Background: an optimization exercise with open tools, aiming at small area. Do not read the settings as production practice. At most, simulation tests tie the RTL to the original design; equivalence was not proved. The RTL of run 3 was laid out without a check of its function. Power figures rest on the tool's default switching activity, not on a simulated workload.

===== design/flow/config.mk =====
export PLATFORM = sky130hd
export DESIGN_NAME = sht1x_engine
export DESIGN_NICKNAME = sht1x_engine
export VERILOG_FILES = /design/flow/design.v
export SDC_FILE = /design/flow/constraint.sdc
export NUM_CORES = 4
export LEC_CHECK = 0
export CAP_MARGIN = 20
export CORE_MARGIN = 2
export CORE_UTILIZATION = 40
export PLACE_DENSITY = 0.6
export SLEW_MARGIN = 20

===== design/flow/constraint.sdc =====
create_clock -name core_clock -period 10.0 [get_ports {clk}]
set_input_delay 2.0000 -clock core_clock [delete_from_list [all_inputs] [get_ports {clk}]]
set_output_delay 2.0000 -clock core_clock [all_outputs]
set_load 0.01 [all_outputs]

===== design/flow/design.v =====
module sht1x_crc_table (
    input  wire [7:0] index,
    output wire [7:0] value
);
    wire [7:0] i = index;
    assign value[0] = i[0] ^ i[3] ^ i[4] ^ i[6];
    assign value[1] = i[1] ^ i[4] ^ i[5] ^ i[7];
    assign value[2] = i[2] ^ i[5] ^ i[6];
    assign value[3] = i[3] ^ i[6] ^ i[7];
    assign value[4] = i[0] ^ i[3] ^ i[6] ^ i[7];
    assign value[5] = i[0] ^ i[1] ^ i[3] ^ i[6] ^ i[7];
    assign value[6] = i[1] ^ i[2] ^ i[4] ^ i[7];
    assign value[7] = i[2] ^ i[3] ^ i[5];
endmodule
module sht1x_link (
    input  wire       clk,
    input  wire       rst,
    input  wire [3:0] proc,
    input  wire       bit_in,     
    input  wire       cnt_ld,     
    input  wire [3:0] cnt_val,
    output reg  [3:0] cnt,        
    output wire       done,
    output wire       rd_fire,    
    output wire       ev_valid,
    output reg  [1:0] ev_kind,
    output reg        ev_pin,
    output reg        ev_val,
    output wire [1:0] ev_sleep,
    input  wire       ev_ready
);
    localparam P_TSTART  = 4'd0, P_TRESET = 4'd1, P_SENDB = 4'd2, P_GETB = 4'd3,
               P_SACK    = 4'd4, P_SKIPACK = 4'd5, P_RELEASE = 4'd6, P_DIN = 4'd7,
               P_RD      = 4'd8, P_POLL = 4'd9, P_SETTLE = 4'd10;
    localparam K_DIR = 2'd0, K_WR = 2'd1, K_RD = 2'd2, K_SLEEP = 2'd3;
    localparam L_IDLE = 4'd0, L_HDR1 = 4'd1, L_HDR2 = 4'd2, L_HDR3 = 4'd3,
               L_PRE  = 4'd4, L_CKH  = 4'd5, L_SLH  = 4'd6, L_MID  = 4'd7,
               L_CKL  = 4'd8, L_SLL  = 4'd9, L_ONE  = 4'd10;
    reg [3:0] ls;
    wire p_tstart = (proc == P_TSTART);
    wire p_treset = (proc == P_TRESET);
    wire p_sendb  = (proc == P_SENDB);
    wire p_getb   = (proc == P_GETB);
    wire p_sack   = (proc == P_SACK);
    wire p_skip   = (proc == P_SKIPACK);
    wire p_rel    = (proc == P_RELEASE);
    wire p_din    = (proc == P_DIN);
    wire p_one    = (proc == P_RD) || (proc == P_POLL) || (proc == P_SETTLE);
    wire p_any    = !proc[3] || p_one;
    assign ev_valid = (ls != L_IDLE);
    wire fire = ev_valid && ev_ready;
    assign ev_sleep = {proc == P_SETTLE, proc == P_POLL};
    wire last_pulse = (p_tstart && cnt[0]) || ((p_treset || p_sendb) && cnt[3]) ||
                      (p_getb && cnt[2:0] == 3'd7) || p_sack || p_skip;
    reg last;
    always @(*) begin
        ev_kind = K_WR;
        ev_pin  = 1'b1;
        ev_val  = 1'b0;
        last    = 1'b0;
        case (ls)
            L_HDR1: begin
                ev_kind = K_DIR;
                ev_val  = !(p_getb || p_rel || p_din);
                last    = p_din;
            end
            L_HDR2: begin
                ev_kind = K_DIR; ev_pin = 1'b0;
                ev_val  = !p_rel;
                last    = p_rel;
            end
            L_HDR3: ev_val = 1'b1;
            L_PRE: begin
                ev_kind = (p_sendb && cnt[3]) ? K_DIR : K_WR;
                ev_val  = p_sendb && !cnt[3] && bit_in;
            end
            L_CKH: begin ev_pin = 1'b0; ev_val = 1'b1; end
            L_SLH, L_SLL: begin
                ev_kind = K_SLEEP;
                last    = (ls == L_SLL) && last_pulse;
            end
            L_MID: begin
                ev_kind = p_tstart ? K_WR : K_RD;
                ev_val  = cnt[0];
            end
            L_CKL: ev_pin = 1'b0;
            L_ONE: begin
                ev_kind = (proc == P_RD) ? K_RD : K_SLEEP;
                last    = 1'b1;
            end
            default: ;
        endcase
    end
    assign done    = fire && last;
    assign rd_fire = fire && (ev_kind == K_RD);
    always @(posedge clk) begin
        if (rst) begin
            ls <= L_IDLE;
        end else if (ls == L_IDLE) begin
            if (p_any)
                ls <= p_one ? L_ONE : L_HDR1;
        end else if (fire) begin
            if (last) begin
                ls <= L_IDLE;
            end else begin
                case (ls)
                    L_HDR1: ls <= L_HDR2;
                    L_HDR2: ls <= p_sendb ? L_PRE : p_getb ? L_CKH : L_HDR3;
                    L_HDR3: ls <= p_sack ? L_PRE : L_CKH;
                    L_PRE:  ls <= L_CKH;
                    L_CKH:  ls <= L_SLH;
                    L_SLH:  ls <= (p_getb || p_tstart || (p_sendb && cnt[3])) ? L_MID : L_CKL;
                    L_MID:  ls <= L_CKL;
                    L_CKL:  ls <= L_SLL;
                    default: ls <= p_sendb ? L_PRE : L_CKH;    
                endcase
            end
        end
    end
    always @(posedge clk) begin
        if (cnt_ld)
            cnt <= cnt_val;
        else if (ls == L_IDLE && p_any)
            cnt <= 4'd0;
        else if (fire && ls == L_SLL)
            cnt <= cnt + 4'd1;
    end
endmodule
module sht1x_engine (
    input  wire        clk,
    input  wire        rst,           
    input  wire        req_valid,
    input  wire [15:0] req_word,
    output wire        busy,
    output reg         done,
    output wire [2:0]  rsp_err,
    output wire [15:0] rsp_val,
    output wire        ev_valid,
    output wire [1:0]  ev_kind,
    output wire        ev_pin,
    output wire        ev_val,
    output wire [1:0]  ev_sleep,
    input  wire        ev_ready,
    input  wire        data_in
);
    localparam OP_REVB    = 8'h01, OP_CRCLUT = 8'h02, OP_CRCINIT = 8'h03,
               OP_CRCUPD  = 8'h04, OP_CRCOUT = 8'h05;
    localparam OP_TSTART  = 8'h10, OP_TRESET = 8'h11, OP_SENDB   = 8'h12,
               OP_GETB    = 8'h13, OP_SACK   = 8'h14, OP_SKIPACK = 8'h15;
    localparam OP_SRREAD  = 8'h20, OP_SRWRITE = 8'h21, OP_SRRESET = 8'h22,
               OP_INIT    = 8'h23, OP_SETHTR  = 8'h24, OP_SETOTP  = 8'h25,
               OP_SETRES  = 8'h26, OP_RELEASE = 8'h27, OP_RDREG   = 8'h28;
    localparam OP_SENDCMD = 8'h30, OP_SENDCMDM = 8'h31, OP_AWAIT  = 8'h32,
               OP_RDMEAS  = 8'h33, OP_SOFTRST  = 8'h34, OP_MEAST  = 8'h35,
               OP_MEASRH  = 8'h36;
    localparam W_TEMP = 8'h03, W_HUMI = 8'h05, W_RDSR = 8'h07,
               W_WRSR = 8'h06, W_SRST = 8'h1E, W_NOP  = 8'h00;
    localparam E_NONE = 3'd0, E_ACK = 3'd1, E_FRAME = 3'd2, E_TIMEOUT = 3'd3,
               E_CRC  = 3'd4, E_UNKNOWN = 3'd5, E_NOSESSION = 3'd6,
               E_ILLEGAL = 3'd7;
    localparam C_TSTART = 4'd0,    
               C_TRESET = 4'd1, C_SENDB = 4'd2, C_GETB = 4'd3, C_SACK = 4'd4,
               C_SKIP = 4'd5, C_RELEASE = 4'd6, C_SRREAD = 4'd7,
               C_SW = 4'd8,        
               C_INIT = 4'd9, C_SENDCMD = 4'd10, C_SENDCMDM = 4'd11,
               C_AWAIT = 4'd12,
               C_MEAS = 4'd13,     
               C_SOFTRST = 4'd14, C_RDREG = 4'd15;
    localparam R_IDLE = 5'd0, R_CST = 5'd1, R_TRES = 5'd2, R_CSB = 5'd3,
               R_MASK = 5'd4, R_REL = 5'd5, R_FR = 5'd6, R_DIN = 5'd7,
               R_POLL = 5'd8, R_ARD = 5'd9, R_GHI = 5'd10, R_SACK1 = 5'd11,
               R_GLO = 5'd12, R_VSACK = 5'd13, R_VGET = 5'd14, R_SKIP = 5'd15,
               R_SETTLE = 5'd16, R_C0 = 5'd17, R_C1 = 5'd18, R_C2 = 5'd19;
    localparam P_TSTART = 4'd0, P_TRESET = 4'd1, P_SENDB = 4'd2, P_GETB = 4'd3,
               P_SACK = 4'd4, P_SKIPACK = 4'd5, P_RELEASE = 4'd6, P_DIN = 4'd7,
               P_RD = 4'd8, P_POLL = 4'd9, P_SETTLE = 4'd10, P_NONE = 4'd15;
    localparam X_HOLD = 4'd0, X_ZERO = 4'd1, X_OPC = 4'd2, X_IMM = 4'd3,
               X_MASK = 4'd4, X_TBL = 4'd5, X_REV = 4'd6, X_SHIFT = 4'd7,
               X_ACK = 4'd8, X_INC = 4'd9, X_CMD = 4'd10;
    localparam S_HOLD = 2'd0, S_ZERO = 2'd1, S_DAT = 2'd2, S_MASK = 2'd3;
    reg [7:0]  sr;
    reg [7:0]  acc;
    reg [3:0]  cmd;        
    reg [15:0] dat;
    reg [7:0]  crx;
    reg [3:0]  cfg;        
    reg        own;
    reg        stale;
    reg [2:0]  err;
    reg [7:0]  einfo;
    reg [1:0]  fsm;        
    reg [3:0]  pins;       
    reg [4:0]  rs;
    reg [3:0]  cls;
    reg        smp;        
    wire [7:0] cmd_dec = {3'b000, cmd[3], cmd[3], cmd[2], cmd[1], cmd[0]};
    wire [3:0] fsm_dec = {1'b0, fsm[1], fsm[0] & !fsm[1], fsm[0] & fsm[1]};
    function [7:0] rev8(input [7:0] b);
        rev8 = {b[0], b[1], b[2], b[3], b[4], b[5], b[6], b[7]};
    endfunction
    wire [7:0] seed    = {sr[0], sr[1], sr[2], sr[3], 4'b0000};
    wire [7:0] req_opc = req_word[15:8];
    wire [7:0] req_imm = req_word[7:0];
    reg  [3:0] proc;
    always @(*) begin
        case (rs)
            R_CST:                  proc = P_TSTART;
            R_TRES:                 proc = P_TRESET;
            R_CSB, R_MASK:          proc = P_SENDB;
            R_GHI, R_GLO, R_VGET:   proc = P_GETB;
            R_SACK1, R_VSACK:       proc = P_SACK;
            R_SKIP:                 proc = P_SKIPACK;
            R_REL:                  proc = P_RELEASE;
            R_DIN:                  proc = P_DIN;
            R_FR, R_ARD:            proc = P_RD;
            R_POLL:                 proc = P_POLL;
            R_SETTLE:               proc = P_SETTLE;
            default:                proc = P_NONE;
        endcase
    end
    wire [3:0] cnt;
    wire       ldone, rd_fire;
    wire [7:0] tx_byte = (rs == R_CSB) ? cmd_dec : einfo;
    wire       tx_bit  = tx_byte[3'd7 - cnt[2:0]];
    wire       idle_req = (rs == R_IDLE) && req_valid;
    sht1x_link u_link (
        .clk      (clk),
        .rst      (rst),
        .proc     (proc),
        .bit_in   (tx_bit),
        .cnt_ld   (idle_req),
        .cnt_val  (req_imm[3:0]),
        .cnt      (cnt),
        .done     (ldone),
        .rd_fire  (rd_fire),
        .ev_valid (ev_valid),
        .ev_kind  (ev_kind),
        .ev_pin   (ev_pin),
        .ev_val   (ev_val),
        .ev_sleep (ev_sleep),
        .ev_ready (ev_ready)
    );
    assign busy = (rs != R_IDLE);
    reg  [7:0] tbl_a, tbl_b;
    always @(*) begin
        case (rs)
            R_C0:    begin tbl_a = seed; tbl_b = cmd_dec;   end
            R_C1:    begin tbl_a = acc;  tbl_b = dat[15:8]; end
            R_C2:    begin tbl_a = acc;  tbl_b = dat[7:0];  end
            default: begin
                tbl_b = req_imm;
                case (req_opc)
                    OP_CRCINIT:            tbl_a = seed;
                    OP_CRCUPD, OP_CRCOUT:  tbl_a = acc;
                    default:               tbl_a = 8'h00;
                endcase
            end
        endcase
    end
    wire [7:0] tbl_index = tbl_a ^ tbl_b;
    wire [7:0] tbl_value;
    sht1x_crc_table u_table (.index(tbl_index), .value(tbl_value));
    wire crc_match = (rev8(tbl_value) == crx);
    reg legal, needs_own;
    always @(*) begin
        legal     = 1'b0;
        needs_own = 1'b1;
        case (req_opc)
            OP_REVB, OP_CRCLUT, OP_CRCINIT, OP_CRCUPD:
                begin legal = 1'b1;                 needs_own = 1'b0; end
            OP_CRCOUT:
                begin legal = (req_imm == 8'h00);   needs_own = 1'b0; end
            OP_TSTART, OP_TRESET, OP_GETB, OP_SACK, OP_SKIPACK:
                legal = (req_imm == 8'h00);
            OP_SENDB, OP_SRWRITE, OP_SENDCMD, OP_SENDCMDM:
                legal = 1'b1;
            OP_SRREAD, OP_SRRESET, OP_RELEASE:
                legal = (req_imm == 8'h00);
            OP_INIT:
                begin legal = (req_imm[7:4] == 4'h0); needs_own = 1'b0; end
            OP_SETHTR, OP_SETOTP, OP_SETRES:
                legal = (req_imm[7:1] == 7'h00);
            OP_RDREG:
                begin legal = (req_imm <= 8'd8);    needs_own = 1'b0; end
            OP_AWAIT, OP_RDMEAS, OP_SOFTRST, OP_MEAST, OP_MEASRH:
                legal = (req_imm == 8'h00);
            default:
                legal = 1'b0;
        endcase
    end
    wire known_wire = (req_imm == W_TEMP) || (req_imm == W_HUMI) ||
                      (req_imm == W_RDSR) || (req_imm == W_WRSR) ||
                      (req_imm == W_SRST) || (req_imm == W_NOP);
    reg [3:0] cfg_new;
    always @(*) begin
        cfg_new = cfg;
        case (req_opc)
            OP_SETHTR: cfg_new[2] = req_imm[0];
            OP_SETOTP: cfg_new[1] = req_imm[0];
            OP_SETRES: cfg_new[0] = req_imm[0];
            default:   cfg_new = req_imm[3:0];      
        endcase
    end
    reg [15:0] reg_view;
    always @(*) begin
        case (cnt)
            4'd0:    reg_view = {8'h00, sr};
            4'd1:    reg_view = {8'h00, acc};
            4'd2:    reg_view = {8'h00, cmd_dec};
            4'd3:    reg_view = dat;
            4'd4:    reg_view = {8'h00, crx};
            4'd5:    reg_view = {12'h000, cfg};
            4'd6:    reg_view = {einfo, 1'b0, err, 2'b00, stale, own};
            4'd7:    reg_view = {12'h000, fsm_dec};
            default: reg_view = {12'h000, pins};
        endcase
    end
    wire is_rdreg = (cls == C_RDREG);
    wire err_none = (err == E_NONE);
    assign rsp_err = is_rdreg ? E_NONE : err;
    assign rsp_val = is_rdreg ? reg_view :
                     (err_none && (cls == C_SRREAD || cls == C_MEAS)) ? dat :
                     {8'h00, einfo};
    reg [4:0] n_rs;
    reg [3:0] n_cls;
    reg       fin;         
    reg       set_err;     
    reg [2:0] f_err;
    reg [3:0] xsel;        
    reg [1:0] ssel;        
    reg       fsm_we;
    reg [1:0] fsm_v;
    reg       cmd_we;
    reg [3:0] cmd_v;
    reg       acc_we, cfg_we, own_set, own_clr, stale_set, stale_clr, clr_all;
    always @(*) begin
        n_rs      = rs;
        n_cls     = cls;
        fin       = 1'b0;
        set_err   = 1'b0;
        f_err     = E_NONE;
        xsel      = (done && err_none && !is_rdreg) ? X_ZERO : X_HOLD;
        ssel      = S_HOLD;
        fsm_we    = 1'b0;
        fsm_v     = 2'd0;
        cmd_we    = 1'b0;
        cmd_v     = 4'h0;
        acc_we    = 1'b0;
        cfg_we    = 1'b0;
        own_set   = 1'b0;
        own_clr   = 1'b0;
        stale_set = 1'b0;
        stale_clr = 1'b0;
        clr_all   = 1'b0;
        if (rd_fire && rs == R_GHI && cls == C_GETB)
            xsel = X_SHIFT;
        case (rs)
        R_IDLE: if (req_valid) begin
            n_cls = C_TSTART;
            if (!legal) begin
                fin = 1'b1; set_err = 1'b1; f_err = E_ILLEGAL; xsel = X_OPC;
            end else if (needs_own && !own) begin
                fin = 1'b1; set_err = 1'b1; f_err = E_NOSESSION; xsel = X_OPC;
            end else if ((req_opc == OP_SENDCMD || req_opc == OP_SENDCMDM) && !known_wire) begin
                fin = 1'b1; set_err = 1'b1; f_err = E_UNKNOWN; xsel = X_IMM;
            end else begin
                xsel = X_IMM;
                case (req_opc)
                    OP_REVB, OP_CRCLUT, OP_CRCINIT, OP_CRCUPD, OP_CRCOUT: begin
                        acc_we  = (req_opc == OP_CRCINIT || req_opc == OP_CRCUPD);
                        xsel    = (req_opc == OP_REVB || req_opc == OP_CRCOUT) ? X_REV : X_TBL;
                        fin     = 1'b1;
                        set_err = 1'b1;
                    end
                    OP_RDREG: begin
                        n_cls = C_RDREG;
                        xsel  = (done && err_none && !is_rdreg) ? X_ZERO : X_HOLD;
                        fin   = 1'b1;
                    end
                    OP_TSTART:  begin n_cls = C_TSTART;  n_rs = R_CST;   end
                    OP_TRESET:  begin n_cls = C_TRESET;  n_rs = R_TRES;  end
                    OP_SENDB:   begin n_cls = C_SENDB;   n_rs = R_MASK;  end
                    OP_GETB:    begin n_cls = C_GETB;    n_rs = R_GHI;   end
                    OP_SACK:    begin n_cls = C_SACK;    n_rs = R_SACK1; end
                    OP_SKIPACK: begin n_cls = C_SKIP;    n_rs = R_SKIP;  end
                    OP_RELEASE: begin n_cls = C_RELEASE; n_rs = R_REL;   end
                    OP_SRREAD: begin
                        n_cls = C_SRREAD; n_rs = R_CST; cmd_we = 1'b1; cmd_v = 4'b0111;
                    end
                    OP_SRWRITE, OP_SRRESET: begin
                        n_cls = C_SW; n_rs = R_CST; cmd_we = 1'b1; cmd_v = 4'b0110;
                    end
                    OP_INIT, OP_SETHTR, OP_SETOTP, OP_SETRES: begin
                        n_cls   = (req_opc == OP_INIT) ? C_INIT : C_SW;
                        n_rs    = R_TRES;
                        cmd_we  = 1'b1; cmd_v = 4'b0110;
                        cfg_we  = 1'b1;
                        xsel    = X_MASK;
                        own_set = (req_opc == OP_INIT);
                    end
                    OP_SENDCMD: begin
                        n_cls = C_SENDCMD; n_rs = R_CST; cmd_we = 1'b1; cmd_v = req_imm[3:0];
                    end
                    OP_SENDCMDM: begin
                        n_cls = C_SENDCMDM; n_rs = R_CST; cmd_we = 1'b1; cmd_v = req_imm[3:0];
                    end
                    OP_AWAIT:   begin n_cls = C_AWAIT; n_rs = R_DIN; end
                    OP_RDMEAS:  begin n_cls = C_MEAS;  n_rs = R_GHI; end
                    OP_SOFTRST: begin
                        n_cls = C_SOFTRST; n_rs = R_CST; cmd_we = 1'b1; cmd_v = 4'b1110;
                    end
                    OP_MEAST: begin
                        n_cls = C_MEAS; n_rs = R_CST; cmd_we = 1'b1; cmd_v = 4'b0011;
                    end
                    default: begin       
                        n_cls = C_MEAS; n_rs = R_CST; cmd_we = 1'b1; cmd_v = 4'b0101;
                    end
                endcase
            end
        end
        R_CST: if (ldone) begin
            if (cls == C_TSTART) begin fin = 1'b1; set_err = 1'b1; xsel = X_ZERO; end
            else                 n_rs = R_CSB;
        end
        R_TRES: if (ldone) begin
            if (cls == C_TRESET) begin fin = 1'b1; set_err = 1'b1; xsel = X_ZERO; end
            else                 n_rs = R_CST;
        end
        R_CSB: if (ldone) begin
            if (smp) begin
                if (cls == C_INIT) n_rs = R_REL;
                else begin
                    fin = 1'b1; set_err = 1'b1; f_err = E_ACK; xsel = X_CMD; fsm_we = 1'b1;
                end
            end else if (cls == C_SENDCMD) begin
                fin = 1'b1; set_err = 1'b1; xsel = X_ZERO; fsm_we = 1'b1; fsm_v = 2'd1;
            end else if (cls == C_SENDCMDM) begin
                n_rs = R_FR;
            end else if (cmd[3]) begin
                n_rs = R_SETTLE;          
            end else if (cls == C_MEAS) begin
                n_rs = R_FR;
            end else if (cls == C_SRREAD) begin
                n_rs = R_GLO;
            end else begin
                n_rs = R_MASK;            
            end
        end
        R_MASK: if (ldone) begin
            if (cls == C_SENDB) begin
                fin = 1'b1; set_err = 1'b1; xsel = X_ACK;
            end else if (!smp) begin
                fin = 1'b1; set_err = 1'b1; xsel = X_ZERO; fsm_we = 1'b1;
                ssel = S_MASK; stale_clr = 1'b1;
            end else if (cls == C_INIT) begin
                n_rs = R_REL;
            end else begin
                fin = 1'b1; set_err = 1'b1; f_err = E_ACK; xsel = X_CMD; fsm_we = 1'b1;
            end
        end
        R_REL: if (ldone) begin
            own_clr = 1'b1; stale_clr = 1'b1; fsm_we = 1'b1;
            fin = 1'b1; set_err = 1'b1;
            if (cls == C_RELEASE) begin
                xsel = X_ZERO;
            end else begin
                clr_all = 1'b1; f_err = E_ACK; xsel = X_CMD;    
            end
        end
        R_FR: if (ldone) begin
            if (data_in) begin
                fin = 1'b1; set_err = 1'b1; f_err = E_FRAME; xsel = X_CMD; fsm_we = 1'b1;
            end else if (cls == C_SENDCMDM) begin
                fin = 1'b1; set_err = 1'b1; xsel = X_ZERO; fsm_we = 1'b1; fsm_v = 2'd2;
            end else begin
                n_rs = R_DIN;
            end
        end
        R_DIN: if (ldone) n_rs = R_POLL;
        R_POLL: if (ldone) begin
            xsel = X_INC;
            n_rs = R_ARD;
        end
        R_ARD: if (ldone) begin
            if (!data_in) begin
                if (cls == C_AWAIT) begin
                    fin = 1'b1; set_err = 1'b1; fsm_we = 1'b1; fsm_v = 2'd3;
                end else begin
                    n_rs = R_GHI;
                end
            end else if (einfo[5] && einfo[1] && einfo[0]) begin    
                fin = 1'b1; set_err = 1'b1; f_err = E_TIMEOUT; xsel = X_CMD; fsm_we = 1'b1;
            end else begin
                n_rs = R_POLL;
            end
        end
        R_GHI: if (ldone) begin
            if (cls == C_GETB) begin fin = 1'b1; set_err = 1'b1; end
            else               n_rs = R_SACK1;
        end
        R_SACK1: if (ldone) begin
            if (cls == C_SACK) begin fin = 1'b1; set_err = 1'b1; xsel = X_ZERO; end
            else               n_rs = R_GLO;
        end
        R_GLO:   if (ldone) n_rs = cfg[3] ? R_VSACK : R_SKIP;
        R_VSACK: if (ldone) n_rs = R_VGET;
        R_VGET:  if (ldone) n_rs = R_SKIP;
        R_SKIP: if (ldone) begin
            if (cls == C_SKIP) begin
                fin = 1'b1; set_err = 1'b1; xsel = X_ZERO;
            end else if (cfg[3]) begin
                n_rs = R_C0;
            end else begin
                fin = 1'b1; set_err = 1'b1; fsm_we = 1'b1;
                if (cls == C_SRREAD) ssel = S_DAT;
            end
        end
        R_C0: begin
            acc_we = 1'b1;
            n_rs   = (cls == C_SRREAD) ? R_C2 : R_C1;
        end
        R_C1: begin
            acc_we = 1'b1;
            n_rs   = R_C2;
        end
        R_C2: begin
            acc_we = 1'b1;
            if (crc_match) begin
                fin = 1'b1; set_err = 1'b1; fsm_we = 1'b1;
                if (cls == C_SRREAD) ssel = S_DAT;
            end else begin
                stale_set = 1'b1;
                xsel      = X_CMD;
                cmd_we    = 1'b1; cmd_v = 4'b1110;
                n_rs      = R_CST;
            end
        end
        R_SETTLE: if (ldone) begin
            ssel = S_ZERO; fsm_we = 1'b1;
            fin = 1'b1; set_err = 1'b1;
            if (cls == C_SOFTRST) xsel = X_ZERO;
            else                  f_err = E_CRC;
        end
        default: n_rs = R_IDLE;
        endcase
        if (fin)
            n_rs = R_IDLE;
    end
    reg [7:0] einfo_n;
    always @(*) begin
        case (xsel)
            X_HOLD:  einfo_n = einfo;
            X_OPC:   einfo_n = req_opc;
            X_IMM:   einfo_n = req_imm;
            X_MASK:  einfo_n = {5'b00000, cfg_new[2:0]};
            X_TBL:   einfo_n = tbl_value;
            X_REV:   einfo_n = rev8(tbl_index);
            X_SHIFT: einfo_n = {einfo[6:0], data_in};
            X_ACK:   einfo_n = {7'b0000000, !smp};
            X_INC:   einfo_n = {2'b00, einfo[5:0] + 6'd1};
            X_CMD:   einfo_n = cmd_dec;
            default: einfo_n = 8'h00;
        endcase
    end
    always @(posedge clk) begin
        if (rst) begin
            rs    <= R_IDLE;
            done  <= 1'b0;
            err   <= E_NONE;
            einfo <= 8'h00;
            fsm   <= 2'd0;
            own   <= 1'b0;
            stale <= 1'b0;
            pins  <= 4'h0;
        end else begin
            rs    <= n_rs;
            done  <= fin;
            einfo <= einfo_n;
            if (set_err) err <= f_err;
            if (fsm_we)  fsm <= fsm_v;
            if (own_set) own <= 1'b1;
            else if (own_clr) own <= 1'b0;
            if (stale_set) stale <= 1'b1;
            else if (stale_clr) stale <= 1'b0;
            if (ev_valid && ev_ready) begin
                if (ev_kind == 2'd0) begin
                    if (ev_pin) pins[3] <= ev_val; else pins[1] <= ev_val;
                end else if (ev_kind == 2'd1) begin
                    if (ev_pin) pins[2] <= ev_val; else pins[0] <= ev_val;
                end
            end
        end
    end
    always @(posedge clk) begin
        if (rst || clr_all) begin
            sr  <= 8'h00;
            acc <= 8'h00;
            cmd <= 4'h0;
            dat <= 16'h0000;
            crx <= 8'h00;
            cfg <= 4'h0;
        end else begin
            case (ssel)
                S_ZERO:  sr <= 8'h00;
                S_DAT:   sr <= dat[7:0];
                S_MASK:  sr <= einfo;
                default: ;
            endcase
            if (acc_we) acc <= tbl_value;
            if (cmd_we) cmd <= cmd_v;
            if (cfg_we) cfg <= cfg_new;
            if (rd_fire) begin
                if (rs == R_VGET)
                    crx <= {crx[6:0], data_in};
                else if ((rs == R_GHI || rs == R_GLO) && cls != C_GETB)
                    dat <= {dat[14:8], dat[7] & (cls != C_SRREAD), dat[6:0], data_in};
            end
        end
    end
    always @(posedge clk) begin
        cls <= n_cls;
        if (rd_fire)
            smp <= data_in;
    end
endmodule

===== design/flow/flow/run.sh =====
#!/bin/bash
# Layout flow: the standard ORFS flow, with one change: the ABC script
# used to map the combinational logic in synthesis is an area-oriented one
# (flow/abc_area_map.script) instead of ORFS's delay-oriented abc_speed.script.
# Registers are mapped before ABC runs, so they are exactly the standard
# synthesis's registers.
set -euo pipefail
here=$(pwd)
rm -rf "$here/scripts"
cp -r "$FLOW_HOME/scripts" "$here/scripts"
cp "$here/flow/abc_area_map.script" "$here/scripts/abc_speed.script"
bash standard.sh "SCRIPTS_DIR=$here/scripts" finish > "$here/flow_make.log" 2>&1

===== design/flow/flow/abc_area_map.script =====
strash
ifraig
scorr
dc2
dc2
strash
&get -n
&dch -f
&nf -R 1000 -p
&put

===== design/flow/standard.sh =====
#!/bin/bash
# synth_recipe.tcl (not shown) runs the flow's synth.tcl, then flattens the netlist and writes it again
# the make line also repeats each setting of config.mk as NAME=value (left out here)
make -C /OpenROAD-flow-scripts/flow DESIGN_CONFIG=/design/flow/config.mk WORK_HOME=/design/flow/orfs CLKGATE_MAP_FILE= SYNTH_SCRIPT=/design/flow/synth_recipe.tcl "${@:-finish}"

==> notes.md, run 1 <==
Final ANT Viol Nets=0; wire per inst=~23 um; Area Growth Syn to Fin=16.6%; simple-gate share of the synthesized area=0.341; Mapped Nets=about 1k; Worst Max-Slew Pin Slew=~1.1 ns; Max Fclk=121 MHz; Worst Clk Skew=roughly 0.013 ns; via count=8372; CP Class=primary input to flop; number of diodes=0; final setup vio count=0; Die H=~140 um; count leader, synth=nor2_1; vias in the first global route=about 7.6k; Bufs and invs on worst path=2; top cells by count, synth=nor2_1, nand2_1, dfxtp_1; Initial Util=0.413; final worst-path cycle share=0.830; CP arrival=8.53 ns; Seq cells post-synth=90; Synth Area in XOR/XNOR=0.0407; min Tclk post-route=roughly 8.3 ns; number of clock sinks=90; dpl hpwl=approximately 22000 um; deepest clock path buffer count=2; Die ar.=18300 um2; Die W=~140 um; CTS Buf Count=9; Slew HR=0.273; Slew Viols, Final=0; Worst Path Required=10.24 ns; RSZ-0062 raised after global routing=no; Inst Count DP=roughly 1.2k; clk latency of the worst-skew pair=0.37 ns; Critical Path End Type=flop; Top delay family on crit path=simple AND/OR/NAND/NOR gates; I/O Pins=49; ranking of synthesized cells by area=dfxtp_1, nor2_1, nand2_1; post-cts sizing count=0; detailed-router iteration count before antenna repair=8; worst-path fanout max=8; sequential element share of the synthesized area=0.275; Vias/cell=around 6.6; LEAKAGE=0.00276 uW; Setup TNS=0 ns; Top FF cell, synth=dfxtp_1; Routed WL=28600 um; CTS Root Buffer Type=clkbuf_16; adder-cell area share of the yosys netlist=0.0200; row cnt=47; Hold-fix buffers, CTS=0; gr usage total=0.313; max cap viols=0; worst hold path class=flop to flop; status=complete, no violations; Synthesis Warnings=2; Total Power=between 1000 and 1500 uW; fill count=around 1.8k; Syn Std Cell Area=6890 um2; number of buffers added on ports=48; RePlAce Congestion=about 1.0; core footprint=16700 um2; post-synthesis compound-gate area fraction=0.285; Pwr Density=around 130 nW/um2; htree depth=3; CP startpoint kind=primary input; largest net degree at the start of global routing=a little under 50; main combinational cell family by area after synthesis=simple AND/OR/NAND/NOR gates; Post-CTS Setup Repair Bufs=0; Avg Cell Area, Syn=7.10 um2; Distinct cells, synth=60; GRT overflow=0; hold violation count in the final report=0; CTS tree=done; Mapped Cells=a little under 1k; critical path's slowest cell=clkdlybuf4s50_1; initial drt markers=between 1k and 1.5k; clock slew at reported path FFs=0.08 ns; remaining routing DRC violations=0; fin nets=around 1.1k; first-pass GRT wire length=approximately 44000 um; post-synthesis mux area share=0.0294; fraction of layout cells with a size suffix above 1=0.0250; post-route non-filler standard cell count=1262; cell taking the most area after synthesis=dfxtp_1; Max VDD drop=0.121 mV; top cell type's share of synthesized area=0.235; Async SR Flop Fraction=0; CP max stage delay=between 0.4 and 0.5 ns; initial antenna violation count=0; EDFF count, synth=9
[cells in the final DEF, fill, tap and decap left out, drive strengths merged, types with 10 or more instances in the layout]
cell type / n
nor4: 13
or2: 12
nand2b: 23
a221oi: 15
clkdlybuf4s50: 48
and2: 12
dfxtp: 81
a222oi: 10
a21oi: 64
ha: 11
a22oi: 20
nand3: 33
a211oi: 12
nor2b: 13
mux2i: 18
a32oi: 11
a31oi: 23
nand2: 126
o21ai: 59
clkinv: 22
nand4: 11
a22o: 20
nor3: 66
xnor2: 23
nor2: 175
[final cells by class]
| class | count | area [um2] | area share |
|---|---|---|---|
| Clock inverter | 7 | 86.3 | 0.0107 |
| Inverter | 17 | 63.8 | 0.00794 |
| Tap cell | 220 | 275 | 0.0342 |
| Sequential cell | 90 | 1890 | 0.235 |
| Multi-Input combinational cell | 863 | 4960 | 0.616 |
| Timing Repair Buffer | 56 | 541 | 0.0672 |
| Clock buffer | 9 | 225 | 0.0280 |
[state kept, by name, summed over array words and instances (netlist names), 5 cells and up]
signal	cells
sr	8
einfo	8
acc	8
dat	16
rs	5
crx	8
[kinds of logic after synthesis]
logic type               after synthesis
AO/OA/AOI/OAI                        288
XOR/XNOR                              32
adder cells (fa/ha/maj)               11
buffers and inverters                 17
flip-flops                            90
multiplexers                          20
AND/OR/NAND/NOR                      512
[path summary, 6_finish.rpt]
kind | from | to | slack, ns | cells after the start
hold / removal | sr[7] | sr[7] | 0.47 | 2
setup reg to reg | rs[2] | u_link.proc[2] | 3.07 | 23
hold reg to reg | sr[7] | sr[7] | 0.47 | 2
setup / recovery | req_word[12] | u_link.proc[2] | 1.70 | 25
[where the power goes]
part | leakage [uW] | total, uW | internal, uW | switching (uW)
Sequential | 0.000753 | 411 | 381 | 30.5
Combinational | 0.00186 | 287 | 117 | 169
Clock | 0.000150 | 358 | 179 | 179
Total | 0.00276 | 1060 | 677 | 379
[layer usage]
layer  vias to the layer above  GRT usage  wire length (um)
li1                       3814          -                 -
met1                      3884      0.431             11900
met2                       570      0.479             12300
met3                       104     0.0688              3320
met4                         0      0.117              1050
met5                         -          0                 0
[worst min-delay path: stages, from the launching register on]
cell and delay (ns):
dfxtp_1 0.32, nand2_1 0.05, a21oi_1 0.05
[through the flow]
stage	utilization	hold slack (ns)	setup WS [ns]	cell area, um2
finish	0.481	0.465	1.70	8040
global route	0.481	0.508	1.02	8040
global placement	0.463	0.449	1.67	7730
CTS	0.481	0.466	1.75	8040
floorplan	-	0.432	3.08	6890
detailed placement	0.463	0.451	1.38	7730
==> inputs of run 2 (changes only) <==
==> design/flow/run.sh (new file) <==
#!/bin/bash
# synth_recipe.tcl (not shown) runs the flow's synth.tcl, then flattens the netlist and writes it again
# the make line also repeats each setting of config.mk as NAME=value (left out here)
make -C /OpenROAD-flow-scripts/flow DESIGN_CONFIG=/design/flow/config.mk WORK_HOME=/design/flow/orfs CLKGATE_MAP_FILE= SYNTH_SCRIPT=/design/flow/synth_recipe.tcl finish
removed: design/flow/flow/run.sh
removed: design/flow/flow/abc_area_map.script
removed: design/flow/standard.sh
==> run 2 against run 1 <==
  * Largest power group unchanged
  * Largest cell class unchanged
  * Area after synthesis rose by 27%
  * Final area rose by 21%
  * Utilization fell by 3.4 points
==> notes.md, run 2 <==
Distinct cells, synth=98 (was 60); pre-CTS setup slack=2.30 ns (was 1.38 ns); Design Area, Final=9700 um2 (was 8040 um2); worst-path fanout max=26 (was 8); CP Class=primary input to flop (unchanged); final-layout worst hold slack=0.530 ns (was 0.465 ns); fin nets=1191 (was 1069); max reg flops=16 (unchanged); Initial Util=0.404 (was 0.413); clock slew at reported path FFs=0.06 ns (was 0.08 ns); met2 usage=0.442 (was 0.479); area of the multi-input gates=6390 um2 (was 4960 um2); Syn Std Cell Area=8760 um2 (was 6890 um2); Die ar.=23100 um2 (was 18300 um2); GRT overflow=0 (unchanged); initial antenna violation count=0 (unchanged); CTS tree=done (unchanged); CP arrival=7.59 ns (was 8.53 ns); top cell type's share of synthesized area=0.185 (was 0.235); min Tclk post-route=7.37 ns (was 8.30 ns); register area=1890 um2 (unchanged); leading cell type in the layout, fill and taps excluded=nor2_1 (unchanged); cell taking the most area after synthesis=dfxtp_1 (unchanged); RSZ-0062 raised after global routing=no (unchanged); Area Growth Syn to Fin=10.7% (was 16.6%); WHS Path Cells=2 (unchanged); number of diodes=0 (unchanged); cells along the critical path=clkdlybuf4s50_1 -> or4_4 -> o31a_4 -> nor3b_2 -> xnor2_1 -> xnor3_1 -> xor2_1 -> or4_4 -> a2111oi_2 -> nor2_1 -> nand3_1 -> or2_1 -> inv_1 -> ha_1 -> nand2_1 -> o21ai_0 -> o31ai_1 -> mux2i_1; Switching Power=379 uW (about the same); largest net degree at the start of global routing=41 (was 49); Max VDD drop=0.0715 mV (was 0.121 mV); placed cell areas=9370 um2 (was 7730 um2); status=complete, no violations (unchanged); post-cts sizing count=0 (unchanged); part of the power in registers=0.385 (was 0.389); Async SR Flop Fraction=0 (unchanged); met3 Usage GRT=0.0405 (was 0.0688); Pwr Density=112 nW/um2 (was 131 nW/um2); number of buffers added on ports=48 (unchanged); Pint=710 uW (was 677 uW); Setup TNS=0 ns (unchanged); Vias/cell=6.68 (was 6.63); Comb power frac=0.276 (was 0.271); Slew HR=0.310 (was 0.273); Mapped Cells=1175 (was 970); post-route non-filler standard cell count=1444 (was 1262); sequential element share of the synthesized area=0.216 (was 0.275); fill count=2225 (was 1750); Routed WL=34100 um (was 28600 um); Max Fclk=136 MHz (was 121 MHz); LEAKAGE=0.00350 uW (was 0.00276 uW); worst hold path class=flop to flop (unchanged); Post-CTS Setup Repair Bufs=0 (unchanged); dpl hpwl=25900 um (was 21700 um); via count=9644 (was 8372); htree depth=3 (unchanged); commonest non-fill, non-tap cells in the layout=nor2_1, nand2_1, a21oi_1, dfxtp_1, o21ai_0 (was nor2_1, nand2_1, dfxtp_1, nor3_1, a21oi_1); wire per inst=23.6 um (was 22.6 um); row cnt=54 (was 47); initial drt markers=1294 (was 1155); clk latency of the worst-skew pair=0.36 ns (was 0.37 ns); Worst Path Required=10.23 ns (was 10.24 ns); detailed-router iteration count before antenna repair=6 (was 8); I/O Pins=49 (unchanged); power share of the clock group=0.339 (about the same); deepest clock path buffer count=2 (unchanged); Final ANT Viol Nets=0 (unchanged); final worst slack=2.63 ns (was 1.70 ns); Avg Cell Area, Syn=7.46 um2 (was 7.10 um2); gr usage total=0.288 (was 0.313); fraction of layout cells with a size suffix above 1=0.0790 (was 0.0250); remaining routing DRC violations=0 (unchanged); number of clock sinks=90 (unchanged); ranking of synthesized cells by area=dfxtp_1, mux2i_1, nor2_1 (was dfxtp_1, nor2_1, nand2_1); hold violation count in the final report=0 (unchanged); first-pass GRT wire length=52900 um (was 44100 um); Hold-fix buffers, CTS=0 (unchanged); Critical Path End Type=flop (unchanged); Seq cells post-synth=90 (unchanged); core footprint=21700 um2 (was 16700 um2); M1 GR Usage=0.411 (was 0.431); Die H=152 um (was 135 um); switching portion of total power=0.348 (was 0.359); Worst path most repeated cell=or4_4; RePlAce Congestion=0.983 (was 1.04); Top FF cell, synth=dfxtp_1 (unchanged); Die W=152 um (was 135 um); final setup vio count=0 (unchanged); max cap viols=0 (unchanged); Inst Count DP=1428 (was 1246); CP startpoint kind=primary input (unchanged); Mapped Nets=1207 (was 1002); EDFF count, synth=9 (unchanged); Synthesis Warnings=2 (unchanged); Worst Clk Skew=0.0145 ns (was 0.0129 ns); Biggest register=dat (unchanged); CTS Root Buffer Type=clkbuf_16 (unchanged); final worst-path cycle share=0.737 (was 0.830); critical path's slowest cell=clkdlybuf4s50_1 (unchanged); CP max stage delay=0.84 ns (was 0.48 ns); GRT busiest layer=met2 (unchanged); R2R depth=18 (was 23); Slew Viols, Final=0 (unchanged); count leader, synth=nor2_1 (unchanged); CTS Buf Count=9 (unchanged); Worst Max-Slew Pin Slew=1.02 ns (was 1.08 ns); top cells by count, synth=nor2_1, nand2_1, a21oi_1 (was nor2_1, nand2_1, dfxtp_1); vias in the first global route=8757 (was 7627)
[run 2: cell count changes in the layout (fill, tap and decap cells not counted), moves of 9 or more]
cell	change
a21oi_1	+21
and2_0	-12
and2_1	+9
buf_4	+10
clkinv_1	-17
inv_1	+34
mux2_2	+9
mux2i_1	+37
nand2_1	-20
nor2_1	-43
nor3_1	-34
or2_0	-11
[run 2: path summary, 6_finish.rpt]
path           startpoint             end  slack, ns
min                fsm[1]          fsm[1]       0.53
min reg2reg        fsm[1]          fsm[1]       0.53
max          req_word[13]  u_link.proc[0]       2.63
max reg2reg         rs[4]  u_link.proc[0]       4.60
[run 2: power groups by stage]
stage               logic (uW)  registers [uW]  clock network (uW)
floorplan                  218             394                   0
global placement           294             426                   0
detailed placement         294             426                   0
CTS                        296             417                 373
global route               326             421                 387
finish                     300             420                 369
[run 2: final cells by class]
cell class / instances / share of cell area
repair buffers: 66 / 0.0635
clock buffers: 10 / 0.0258
inverters: 34 / 0.0132
well taps: 280 / 0.0361
clock inverters: 6 / 0.00710
flip-flops and latches: 90 / 0.195
multi-input cells: 958 / 0.659
[run 2: cells by family after synthesis]
family	count (synthesis)	synth area share
buf+inv	127	0.0571
simple gates	462	0.271
xor+xnor	44	0.0556
mux	68	0.0847
flops	90	0.216
fa+ha+maj	11	0.0157
compound gates	373	0.300
[run 2: per-layer routing]
layer	share of wire	wire (um)	vias up
met5	0	0	-
met4	0.036	1220	0
met3	0.096	3270	82
met2	0.44	15000	600
met1	0.43	14600	4572
li1	-	-	4390
[run 2: through the flow]
step | utilization | power (uW)
floorplan | - | 612
global placement | 0.432 | 720
detailed placement | 0.432 | 720
CTS | 0.447 | 1090
global route | 0.447 | 1130
finish | 0.447 | 1090
[run 2: worst max-delay path: cells and delay by family]
family,cells,cell delay [ns]
muxes,1,0.09
xor gates and xnor gates,3,0.92
and+or+nand+nor,7,2.13
AOI/OAI and AO/OA,4,1.33
adders and majority gates,1,0.19
buffers and inverters,2,0.93
==> inputs of run 3 (changes only) <==
--- a/design/flow/design.v
+++ b/design/flow/design.v
@@ -27,11 +27,12 @@
     output reg        ev_pin,
     output reg        ev_val,
     output wire [1:0] ev_sleep,
-    input  wire       ev_ready
+    input  wire       ev_ready,
+    input  wire       data_in
 );
     localparam P_TSTART  = 4'd0, P_TRESET = 4'd1, P_SENDB = 4'd2, P_GETB = 4'd3,
                P_SACK    = 4'd4, P_SKIPACK = 4'd5, P_RELEASE = 4'd6, P_DIN = 4'd7,
-               P_RD      = 4'd8, P_POLL = 4'd9, P_SETTLE = 4'd10;
+               P_RD      = 4'd8, P_POLL = 4'd9, P_SETTLE = 4'd10, P_GETB2 = 4'd11;
     localparam K_DIR = 2'd0, K_WR = 2'd1, K_RD = 2'd2, K_SLEEP = 2'd3;
     localparam L_IDLE = 4'd0, L_HDR1 = 4'd1, L_HDR2 = 4'd2, L_HDR3 = 4'd3,
                L_PRE  = 4'd4, L_CKH  = 4'd5, L_SLH  = 4'd6, L_MID  = 4'd7,
@@ -40,13 +41,13 @@
     wire p_tstart = (proc == P_TSTART);
     wire p_treset = (proc == P_TRESET);
     wire p_sendb  = (proc == P_SENDB);
-    wire p_getb   = (proc == P_GETB);
+    wire p_getb   = (proc == P_GETB) || (proc == P_GETB2);
     wire p_sack   = (proc == P_SACK);
     wire p_skip   = (proc == P_SKIPACK);
     wire p_rel    = (proc == P_RELEASE);
     wire p_din    = (proc == P_DIN);
     wire p_one    = (proc == P_RD) || (proc == P_POLL) || (proc == P_SETTLE);
-    wire p_any    = !proc[3] || p_one;
+    wire p_any    = !proc[3] || p_one || (proc == P_GETB2);
     assign ev_valid = (ls != L_IDLE);
     wire fire = ev_valid && ev_ready;
     assign ev_sleep = {proc == P_SETTLE, proc == P_POLL};
@@ -124,6 +125,8 @@
             cnt <= 4'd0;
         else if (fire && ls == L_SLL)
             cnt <= cnt + 4'd1;
+        else if (rd_fire && cnt[3])
+            cnt[0] <= data_in;      
     end
 endmodule
 module sht1x_engine (
@@ -158,22 +161,24 @@
     localparam E_NONE = 3'd0, E_ACK = 3'd1, E_FRAME = 3'd2, E_TIMEOUT = 3'd3,
                E_CRC  = 3'd4, E_UNKNOWN = 3'd5, E_NOSESSION = 3'd6,
                E_ILLEGAL = 3'd7;
-    localparam C_TSTART = 4'd0,    
-               C_TRESET = 4'd1, C_SENDB = 4'd2, C_GETB = 4'd3, C_SACK = 4'd4,
-               C_SKIP = 4'd5, C_RELEASE = 4'd6, C_SRREAD = 4'd7,
-               C_SW = 4'd8,        
-               C_INIT = 4'd9, C_SENDCMD = 4'd10, C_SENDCMDM = 4'd11,
-               C_AWAIT = 4'd12,
-               C_MEAS = 4'd13,     
-               C_SOFTRST = 4'd14, C_RDREG = 4'd15;
-    localparam R_IDLE = 5'd0, R_CST = 5'd1, R_TRES = 5'd2, R_CSB = 5'd3,
-               R_MASK = 5'd4, R_REL = 5'd5, R_FR = 5'd6, R_DIN = 5'd7,
-               R_POLL = 5'd8, R_ARD = 5'd9, R_GHI = 5'd10, R_SACK1 = 5'd11,
-               R_GLO = 5'd12, R_VSACK = 5'd13, R_VGET = 5'd14, R_SKIP = 5'd15,
-               R_SETTLE = 5'd16, R_C0 = 5'd17, R_C1 = 5'd18, R_C2 = 5'd19;
-    localparam P_TSTART = 4'd0, P_TRESET = 4'd1, P_SENDB = 4'd2, P_GETB = 4'd3,
-               P_SACK = 4'd4, P_SKIPACK = 4'd5, P_RELEASE = 4'd6, P_DIN = 4'd7,
-               P_RD = 4'd8, P_POLL = 4'd9, P_SETTLE = 4'd10, P_NONE = 4'd15;
+    localparam C_TSTART = 4'b1000,    
+               C_TRESET = 4'b1001, C_SENDB = 4'b1010, C_GETB = 4'b1011,
+               C_SACK = 4'b1100, C_SKIP = 4'b1101, C_RELEASE = 4'b1110,
+               C_RDREG = 4'b1111,
+               C_SRREAD = 4'b0000,
+               C_MEAS = 4'b0001,      
+               C_SENDCMD = 4'b0010, C_SENDCMDM = 4'b0011,
+               C_INIT = 4'b0100,
+               C_SW = 4'b0101,        
+               C_AWAIT = 4'b0110, C_SOFTRST = 4'b0111;
+    wire host;
+    localparam R_IDLE = 5'b01111, R_CST = 5'b00000, R_TRES = 5'b00001,
+               R_CSB  = 5'b00010, R_MASK = 5'b10010, R_GHI = 5'b00011,
+               R_GLO  = 5'b10011, R_VGET = 5'b01011, R_SACK1 = 5'b00100,
+               R_VSACK = 5'b10100, R_SKIP = 5'b00101, R_REL = 5'b00110,
+               R_DIN  = 5'b00111, R_FR = 5'b01000, R_ARD = 5'b11000,
+               R_POLL = 5'b01001, R_SETTLE = 5'b01010, R_C0 = 5'b01100,
+               R_C1   = 5'b01101, R_C2 = 5'b01110;
     localparam X_HOLD = 4'd0, X_ZERO = 4'd1, X_OPC = 4'd2, X_IMM = 4'd3,
                X_MASK = 4'd4, X_TBL = 4'd5, X_REV = 4'd6, X_SHIFT = 4'd7,
                X_ACK = 4'd8, X_INC = 4'd9, X_CMD = 4'd10;
@@ -192,7 +197,7 @@
     reg [3:0]  pins;       
     reg [4:0]  rs;
     reg [3:0]  cls;
-    reg        smp;        
+    wire       smp;        
     wire [7:0] cmd_dec = {3'b000, cmd[3], cmd[3], cmd[2], cmd[1], cmd[0]};
     wire [3:0] fsm_dec = {1'b0, fsm[1], fsm[0] & !fsm[1], fsm[0] & fsm[1]};
     function [7:0] rev8(input [7:0] b);
@@ -201,24 +206,9 @@
     wire [7:0] seed    = {sr[0], sr[1], sr[2], sr[3], 4'b0000};
     wire [7:0] req_opc = req_word[15:8];
     wire [7:0] req_imm = req_word[7:0];
-    reg  [3:0] proc;
-    always @(*) begin
-        case (rs)
-            R_CST:                  proc = P_TSTART;
-            R_TRES:                 proc = P_TRESET;
-            R_CSB, R_MASK:          proc = P_SENDB;
-            R_GHI, R_GLO, R_VGET:   proc = P_GETB;
-            R_SACK1, R_VSACK:       proc = P_SACK;
-            R_SKIP:                 proc = P_SKIPACK;
-            R_REL:                  proc = P_RELEASE;
-            R_DIN:                  proc = P_DIN;
-            R_FR, R_ARD:            proc = P_RD;
-            R_POLL:                 proc = P_POLL;
-            R_SETTLE:               proc = P_SETTLE;
-            default:                proc = P_NONE;
-        endcase
-    end
+    wire [3:0] proc = rs[3:0];
     wire [3:0] cnt;
+    assign smp = cnt[0];
     wire       ldone, rd_fire;
     wire [7:0] tx_byte = (rs == R_CSB) ? cmd_dec : einfo;
     wire       tx_bit  = tx_byte[3'd7 - cnt[2:0]];
@@ -229,7 +219,7 @@
         .proc     (proc),
         .bit_in   (tx_bit),
         .cnt_ld   (idle_req),
-        .cnt_val  (req_imm[3:0]),
+        .cnt_val  (req_imm[3:0] ^ 4'd2),
         .cnt      (cnt),
         .done     (ldone),
         .rd_fire  (rd_fire),
@@ -238,7 +228,8 @@
         .ev_pin   (ev_pin),
         .ev_val   (ev_val),
         .ev_sleep (ev_sleep),
-        .ev_ready (ev_ready)
+        .ev_ready (ev_ready),
+        .data_in  (data_in)
     );
     assign busy = (rs != R_IDLE);
     reg  [7:0] tbl_a, tbl_b;
@@ -303,7 +294,7 @@
     end
     reg [15:0] reg_view;
     always @(*) begin
-        case (cnt)
+        case (cnt ^ 4'd2)
             4'd0:    reg_view = {8'h00, sr};
             4'd1:    reg_view = {8'h00, acc};
             4'd2:    reg_view = {8'h00, cmd_dec};
@@ -315,12 +306,12 @@
             default: reg_view = {12'h000, pins};
         endcase
     end
+    assign host = cls[3];
     wire is_rdreg = (cls == C_RDREG);
     wire err_none = (err == E_NONE);
     assign rsp_err = is_rdreg ? E_NONE : err;
-    assign rsp_val = is_rdreg ? reg_view :
-                     (err_none && (cls == C_SRREAD || cls == C_MEAS)) ? dat :
-                     {8'h00, einfo};
+    assign rsp_val = (is_rdreg || (err_none && cls[3:1] == 3'b000)) ?
+                     reg_view : {8'h00, einfo};
     reg [4:0] n_rs;
     reg [3:0] n_cls;
     reg       fin;         
@@ -352,7 +343,7 @@
         stale_set = 1'b0;
         stale_clr = 1'b0;
         clr_all   = 1'b0;
-        if (rd_fire && rs == R_GHI && cls == C_GETB)
+        if (rd_fire && rs == R_GHI && host)
             xsel = X_SHIFT;
         case (rs)
         R_IDLE: if (req_valid) begin
@@ -395,7 +386,6 @@
                         n_rs    = R_TRES;
                         cmd_we  = 1'b1; cmd_v = 4'b0110;
                         cfg_we  = 1'b1;
-                        xsel    = X_MASK;
                         own_set = (req_opc == OP_INIT);
                     end
                     OP_SENDCMD: begin
@@ -419,40 +409,40 @@
             end
         end
         R_CST: if (ldone) begin
-            if (cls == C_TSTART) begin fin = 1'b1; set_err = 1'b1; xsel = X_ZERO; end
+            if (host) begin fin = 1'b1; set_err = 1'b1; xsel = X_ZERO; end
             else                 n_rs = R_CSB;
         end
         R_TRES: if (ldone) begin
-            if (cls == C_TRESET) begin fin = 1'b1; set_err = 1'b1; xsel = X_ZERO; end
-            else                 n_rs = R_CST;
+            if (host) begin fin = 1'b1; set_err = 1'b1; xsel = X_ZERO; end
+            else begin           n_rs = R_CST; xsel = X_MASK; end
         end
         R_CSB: if (ldone) begin
             if (smp) begin
-                if (cls == C_INIT) n_rs = R_REL;
+                if (cls[2] && !cls[0]) n_rs = R_REL;           
                 else begin
                     fin = 1'b1; set_err = 1'b1; f_err = E_ACK; xsel = X_CMD; fsm_we = 1'b1;
                 end
-            end else if (cls == C_SENDCMD) begin
-                fin = 1'b1; set_err = 1'b1; xsel = X_ZERO; fsm_we = 1'b1; fsm_v = 2'd1;
-            end else if (cls == C_SENDCMDM) begin
-                n_rs = R_FR;
+            end else if (!cls[2] && cls[1]) begin            
+                if (cls[0]) begin
+                    n_rs = R_FR;
+                end else begin
+                    fin = 1'b1; set_err = 1'b1; xsel = X_ZERO; fsm_we = 1'b1; fsm_v = 2'd1;
+                end
             end else if (cmd[3]) begin
                 n_rs = R_SETTLE;          
-            end else if (cls == C_MEAS) begin
-                n_rs = R_FR;
-            end else if (cls == C_SRREAD) begin
-                n_rs = R_GLO;
+            end else if (!cls[2]) begin
+                n_rs = cls[0] ? R_FR : R_GLO;                    
             end else begin
                 n_rs = R_MASK;            
             end
         end
         R_MASK: if (ldone) begin
-            if (cls == C_SENDB) begin
+            if (host) begin
                 fin = 1'b1; set_err = 1'b1; xsel = X_ACK;
             end else if (!smp) begin
                 fin = 1'b1; set_err = 1'b1; xsel = X_ZERO; fsm_we = 1'b1;
                 ssel = S_MASK; stale_clr = 1'b1;
-            end else if (cls == C_INIT) begin
+            end else if (!cls[0]) begin                        
                 n_rs = R_REL;
             end else begin
                 fin = 1'b1; set_err = 1'b1; f_err = E_ACK; xsel = X_CMD; fsm_we = 1'b1;
@@ -461,7 +451,7 @@
         R_REL: if (ldone) begin
             own_clr = 1'b1; stale_clr = 1'b1; fsm_we = 1'b1;
             fin = 1'b1; set_err = 1'b1;
-            if (cls == C_RELEASE) begin
+            if (host) begin
                 xsel = X_ZERO;
             end else begin
                 clr_all = 1'b1; f_err = E_ACK; xsel = X_CMD;    
@@ -470,7 +460,7 @@
         R_FR: if (ldone) begin
             if (data_in) begin
                 fin = 1'b1; set_err = 1'b1; f_err = E_FRAME; xsel = X_CMD; fsm_we = 1'b1;
-            end else if (cls == C_SENDCMDM) begin
+            end else if (cls[1]) begin                         
                 fin = 1'b1; set_err = 1'b1; xsel = X_ZERO; fsm_we = 1'b1; fsm_v = 2'd2;
             end else begin
                 n_rs = R_DIN;
@@ -483,7 +473,7 @@
         end
         R_ARD: if (ldone) begin
             if (!data_in) begin
-                if (cls == C_AWAIT) begin
+                if (cls[2]) begin                              
                     fin = 1'b1; set_err = 1'b1; fsm_we = 1'b1; fsm_v = 2'd3;
                 end else begin
                     n_rs = R_GHI;
@@ -495,29 +485,29 @@
             end
         end
         R_GHI: if (ldone) begin
-            if (cls == C_GETB) begin fin = 1'b1; set_err = 1'b1; end
+            if (host) begin fin = 1'b1; set_err = 1'b1; end
             else               n_rs = R_SACK1;
         end
         R_SACK1: if (ldone) begin
-            if (cls == C_SACK) begin fin = 1'b1; set_err = 1'b1; xsel = X_ZERO; end
+            if (host) begin fin = 1'b1; set_err = 1'b1; xsel = X_ZERO; end
             else               n_rs = R_GLO;
         end
         R_GLO:   if (ldone) n_rs = cfg[3] ? R_VSACK : R_SKIP;
         R_VSACK: if (ldone) n_rs = R_VGET;
         R_VGET:  if (ldone) n_rs = R_SKIP;
         R_SKIP: if (ldone) begin
-            if (cls == C_SKIP) begin
+            if (host) begin
                 fin = 1'b1; set_err = 1'b1; xsel = X_ZERO;
             end else if (cfg[3]) begin
                 n_rs = R_C0;
             end else begin
                 fin = 1'b1; set_err = 1'b1; fsm_we = 1'b1;
-                if (cls == C_SRREAD) ssel = S_DAT;
+                if (!cls[0]) ssel = S_DAT;                     
             end
         end
         R_C0: begin
             acc_we = 1'b1;
-            n_rs   = (cls == C_SRREAD) ? R_C2 : R_C1;
+            n_rs   = cls[0] ? R_C1 : R_C2;                       
         end
         R_C1: begin
             acc_we = 1'b1;
@@ -527,7 +517,7 @@
             acc_we = 1'b1;
             if (crc_match) begin
                 fin = 1'b1; set_err = 1'b1; fsm_we = 1'b1;
-                if (cls == C_SRREAD) ssel = S_DAT;
+                if (!cls[0]) ssel = S_DAT;                     
             end else begin
                 stale_set = 1'b1;
                 xsel      = X_CMD;
@@ -538,7 +528,7 @@
         R_SETTLE: if (ldone) begin
             ssel = S_ZERO; fsm_we = 1'b1;
             fin = 1'b1; set_err = 1'b1;
-            if (cls == C_SOFTRST) xsel = X_ZERO;
+            if (cls[2]) xsel = X_ZERO;                         
             else                  f_err = E_CRC;
         end
         default: n_rs = R_IDLE;
@@ -552,7 +542,7 @@
             X_HOLD:  einfo_n = einfo;
             X_OPC:   einfo_n = req_opc;
             X_IMM:   einfo_n = req_imm;
-            X_MASK:  einfo_n = {5'b00000, cfg_new[2:0]};
+            X_MASK:  einfo_n = {5'b00000, cfg[2:0]};
             X_TBL:   einfo_n = tbl_value;
             X_REV:   einfo_n = rev8(tbl_index);
             X_SHIFT: einfo_n = {einfo[6:0], data_in};
@@ -612,14 +602,11 @@
             if (rd_fire) begin
                 if (rs == R_VGET)
                     crx <= {crx[6:0], data_in};
-                else if ((rs == R_GHI || rs == R_GLO) && cls != C_GETB)
-                    dat <= {dat[14:8], dat[7] & (cls != C_SRREAD), dat[6:0], data_in};
+                else if ((rs == R_GHI || rs == R_GLO) && !host)
+                    dat <= {dat[14:8], dat[7] & cls[0], dat[6:0], data_in};
             end
         end
     end
-    always @(posedge clk) begin
+    always @(posedge clk)
         cls <= n_cls;
-        if (rd_fire)
-            smp <= data_in;
-    end
 endmodule
==> design/flow/flow/run.sh (new file) <==
#!/bin/bash
# Layout flow: the standard ORFS flow (standard.sh) with these changes:
#  - the ABC script that maps the combinational logic in synthesis is an
#    area-oriented one (flow/abc_area_map.script) instead of ORFS's
#    delay-oriented abc_speed.script. Registers are mapped before ABC runs,
#    so they are exactly the standard synthesis's registers.
#  - every input and output port still gets its own buffer, but a small one
#    (buf_1) instead of the clkdlybuf4s50_1 buffer_ports picks by default.
#  - clock tree: small clock buffers, sinks clustered in groups of at most
#    8, and no dummy loads (the clock still reaches every register through
#    the buffered tree; no register's clock is delayed on purpose).
set -euo pipefail
here=$(pwd)
rm -rf "$here/scripts"
cp -r "$FLOW_HOME/scripts" "$here/scripts"
cp "$here/flow/abc_area_map.script" "$here/scripts/abc_speed.script"
bash standard.sh "SCRIPTS_DIR=$here/scripts" \
    "BUFFER_PORTS_ARGS=-buffer_cell sky130_fd_sc_hd__buf_1" \
    "CTS_ARGS=-sink_clustering_enable -repair_clock_nets -dont_use_dummy_load -buf_list {sky130_fd_sc_hd__clkbuf_4 sky130_fd_sc_hd__clkbuf_8} -sink_clustering_size 8" \
    finish > "$here/flow_make.log" 2>&1
==> design/flow/flow/abc_area_map.script (new file) <==
strash
ifraig
scorr
dc2
dc2
strash
&get -n
&deepsyn -T 60
&dch -f
&nf -R 1000 -p
&put
==> design/flow/standard.sh (new file) <==
#!/bin/bash
# synth_recipe.tcl (not shown) runs the flow's synth.tcl, then flattens the netlist and writes it again
# the make line also repeats each setting of config.mk as NAME=value (left out here)
make -C /OpenROAD-flow-scripts/flow DESIGN_CONFIG=/design/flow/config.mk WORK_HOME=/design/flow/orfs CLKGATE_MAP_FILE= SYNTH_SCRIPT=/design/flow/synth_recipe.tcl "${@:-finish}"
--- a/design/flow/config.mk
+++ b/design/flow/config.mk
@@ -8,5 +8,6 @@
 export CAP_MARGIN = 20
 export CORE_MARGIN = 2
 export CORE_UTILIZATION = 40
+export GPL_TIMING_DRIVEN = 0
 export PLACE_DENSITY = 0.6
 export SLEW_MARGIN = 20
removed: design/flow/run.sh
==> run 3 against run 2 <==
  * Still clean on timing, DRC and antenna
  * Utilization shrank 0.18 points
  * Sequential power is 41% higher
  * Die area is 32% lower
  * Largest power group is now combinational logic
==> notes.md, run 3 <==
number of clock sinks=85 (was 90); vias in the first global route=6384 (was 8757); Setup TNS=0 ns (unchanged); Worst Path Required=10.28 ns (was 10.23 ns); first-pass GRT wire length=38100 um (was 52900 um); worst-path fanout max=13 (was 26); Bufs and invs on worst path=1 (was 2); via count=6956 (was 9644); ranking of synthesized cells by area=dfxtp_1, nand2_1, a22o_1 (was dfxtp_1, mux2i_1, nor2_1); core footprint=14400 um2 (was 21700 um2); worst hold path class=flop to flop (unchanged); Seq cells post-synth=85 (was 90); Total Power=1660 uW (was 1090 uW); Die ar.=15600 um2 (was 23100 um2); register area=1780 um2 (was 1890 um2); Post-CTS Setup Repair Bufs=0 (unchanged); status=complete, no violations (unchanged); critical path's slowest cell=xor2_1 (was clkdlybuf4s50_1); sequential element share of the synthesized area=0.304 (was 0.216); final-layout worst hold slack=0.445 ns (was 0.530 ns); final setup vio count=0 (unchanged); Vias/cell=6.87 (was 6.68); Max VDD drop=0.104 mV (was 0.0715 mV); cells along the critical path=buf_1 -> nand2_1 -> o21ai_0 -> a22oi_1 -> xor2_1 -> xor2_1 -> xor2_1 -> xnor2_1 -> xnor2_1 -> xnor2_1 -> nor4_1 -> nor2b_1 -> or4_1 -> nor2b_1 -> and2_0 -> a22oi_1 -> a31oi_1 (was clkdlybuf4s50_1 -> or4_4 -> o31a_4 -> nor3b_2 -> xnor2_1 -> xnor3_1 -> xor2_1 -> or4_4 -> a2111oi_2 -> nor2_1 -> nand3_1 -> or2_1 -> inv_1 -> ha_1 -> nand2_1 -> o21ai_0 -> o31ai_1 -> mux2i_1); Hold-fix buffers, CTS=0 (unchanged); hold violation count in the final report=0 (unchanged); detailed-router iteration count before antenna repair=8 (was 6); final worst slack=1.57 ns (was 2.63 ns); CP max stage delay=0.70 ns (was 0.84 ns); Slew Viols, Final=0 (unchanged); CP startpoint kind=primary input (unchanged); min Tclk post-route=8.43 ns (was 7.37 ns); wire per inst=24.7 um (was 23.6 um); Top FF cell, synth=dfxtp_1 (unchanged); htree depth=3 (unchanged); count leader, synth=nand2_1 (was nor2_1); clk latency of the worst-skew pair=0.38 ns (was 0.36 ns); Max Fclk=119 MHz (was 136 MHz); top cells by count, synth=nand2_1, nor2_1, dfxtp_1 (was nor2_1, nand2_1, a21oi_1); area of the multi-input gates=4030 um2 (was 6390 um2); Avg Cell Area, Syn=7.61 um2 (was 7.46 um2); RSZ-0062 raised after global routing=no (unchanged); Pwr Density=259 nW/um2 (was 112 nW/um2); number of diodes=0 (unchanged); CP arrival=8.72 ns (was 7.59 ns); top cell type's share of synthesized area=0.263 (was 0.185); LEAKAGE=0.00216 uW (was 0.00350 uW); CTS Root Buffer Type=clkbuf_8 (was clkbuf_16); leading cell type in the layout, fill and taps excluded=nand2_1 (was nor2_1); Critical Path End Type=flop (unchanged); Worst Clk Skew=0.0273 ns (was 0.0145 ns); Final ANT Viol Nets=0 (unchanged); Synthesis Warnings=2 (unchanged); Mapped Cells=770 (was 1175); initial drt markers=1065 (was 1294); Die H=125 um (was 152 um); row cnt=44 (was 54); gr usage total=0.313 (was 0.288); clock slew at reported path FFs=0.09 ns (was 0.06 ns); Slew HR=0.256 (was 0.310); fill count=1535 (was 2225); max reg flops=16 (unchanged); initial antenna violation count=0 (unchanged); Async SR Flop Fraction=0 (unchanged); Biggest register=dat (unchanged); reg2reg setup slack=2.39 ns (was 4.60 ns); CTS tree=done (unchanged); Distinct cells, synth=58 (was 98); final worst-path cycle share=0.843 (was 0.737); Initial Util=0.406 (was 0.404); Syn Std Cell Area=5860 um2 (was 8760 um2); I/O Pins=49 (unchanged); Die W=125 um (was 152 um); Mapped Nets=797 (was 1207); Worst Max-Slew Pin Slew=1.11 ns (was 1.02 ns); max cap viols=0 (unchanged); Top delay family on crit path=XOR/XNOR gates (was simple AND/OR/NAND/NOR gates); Routed WL=25000 um (was 34100 um); CP Class=primary input to flop (unchanged); commonest non-fill, non-tap cells in the layout=nand2_1, nor2_1, dfxtp_1, a21oi_1, buf_1 (was nor2_1, nand2_1, a21oi_1, dfxtp_1, o21ai_0); number of buffers added on ports=48 (unchanged); pre-CTS setup slack=1.57 ns (was 2.30 ns); cell taking the most area after synthesis=dfxtp_1 (unchanged); remaining routing DRC violations=0 (unchanged); deepest clock path buffer count=2 (unchanged); fin nets=858 (was 1191); dpl hpwl=18900 um (was 25900 um); RePlAce Congestion=0.999 (was 0.983); EDFF count, synth=8 (was 9); GRT overflow=0 (unchanged); Area Growth Syn to Fin=9.59% (was 10.7%); largest net degree at the start of global routing=27 (was 41); post-cts sizing count=0 (unchanged); CTS Buf Count=9 (unchanged); fraction of layout cells with a size suffix above 1=0.0181 (was 0.0790)
run 3: changes by cell type after synthesis, sizes merged, moves of 10 or more:
cell    before  now
clkbuf      79    0
mux2i       55    3
nor2       136   85
inv         34    0
o21ai       69   36
a22o        17   39
a21oi       85   67
clkinv       0   17
buf         14    0
nand3       38   25
a211oi      16    5
o211ai      12    2
run 3: logic make-up after synthesis:
family,share of synthesized area
DFF,0.304
muxes,0.00897
and+or+nand+nor,0.287
xor gates and xnor gates,0.0523
adders and majority gates,0.0128
buffers and inverters,0.0109
AOI/OAI and AO/OA,0.324
run 3: report_power, final:
part           switching (uW)  internal [uW]  total [uW]
registers                 180            414         594
clock network             120           80.8         201
logic                     570            297         867
run 3: worst reg2reg max path, cell delays in order (launching register included):
cell     delay (ns)
dfxtp_1        0.97
nand2_1        0.42
and3_1         0.31
o21ai_0        0.58
a22oi_1        0.27
xor2_1         0.41
xor2_1         0.29
xor2_1         0.70
xnor2_1        0.32
xnor2_1        0.64
xnor2_1        0.13
nor4_1         0.57
nor2b_1        0.24
or4_1          0.70
nor2b_1        0.19
and2_0         0.40
a22oi_1        0.12
a31oi_1        0.25
run 3: area by class of cell:
cell class                 instances  area share
clock buffer                       9      0.0193
inverter                          17     0.00994
multi-input combinational        668       0.627
sequential                        85       0.277
tap                              184      0.0358
timing repair buffer              50      0.0308
run 3: final timing paths:
path,from,end,depth (start not counted)
worst min register to register,sr[6],sr[6],2
worst max-delay path,req_word[9],einfo[1],17
worst min-delay path,sr[6],sr[6],2
worst max register to register,rs[0],einfo[1],17
run 3: through the flow:
stage          std cells  cell area, um2  utilization
2_1_floorplan        770            5860            -
3_3_place_gp        1002            6270        0.435
3_5_place_dp        1004            6300        0.437
4_1_cts             1013            6420        0.445
5_1_grt             1013            6420        0.445
6_report            1013            6420        0.445
run 3: routing by layer:
metal | GRT usage | vias to the layer above | part of all wire | wire length, um
met4 | 0.0935 | 0 | 0.025 | 615
met3 | 0.0535 | 50 | 0.10 | 2510
met5 | 0 | - | 0 | 0
li1 | - | 3097 | - | -
met1 | 0.447 | 3378 | 0.43 | 10800
met2 | 0.483 | 431 | 0.44 | 11100

## static timing again, ports no longer ideal
In the flow no input, the clock included, has a driving cell. The finished layouts below were timed again as built, in two steps.
Step 1 sets driving cells, clkbuf_16 on the clock port and buf_2 on the other inputs (assumed; they add their load-dependent delay and slew).
Step 2, shift: input delay + t, output delay - t, t = (earliest + latest rising clock arrival at the registers) / 2. This alone moves slack from input paths to output paths.
a / b / c = no drivers / after step 1 / after step 2; a / b = the first two.
run	shift t [ns]	slack for setup (ns)
run 1	0.410	1.702 / 1.731 / 1.321
run 2	0.402	2.633 / 2.659 / 2.256
run 3	0.408	1.568 / 1.583 / 1.175
After both steps every run listed still meets setup and hold.
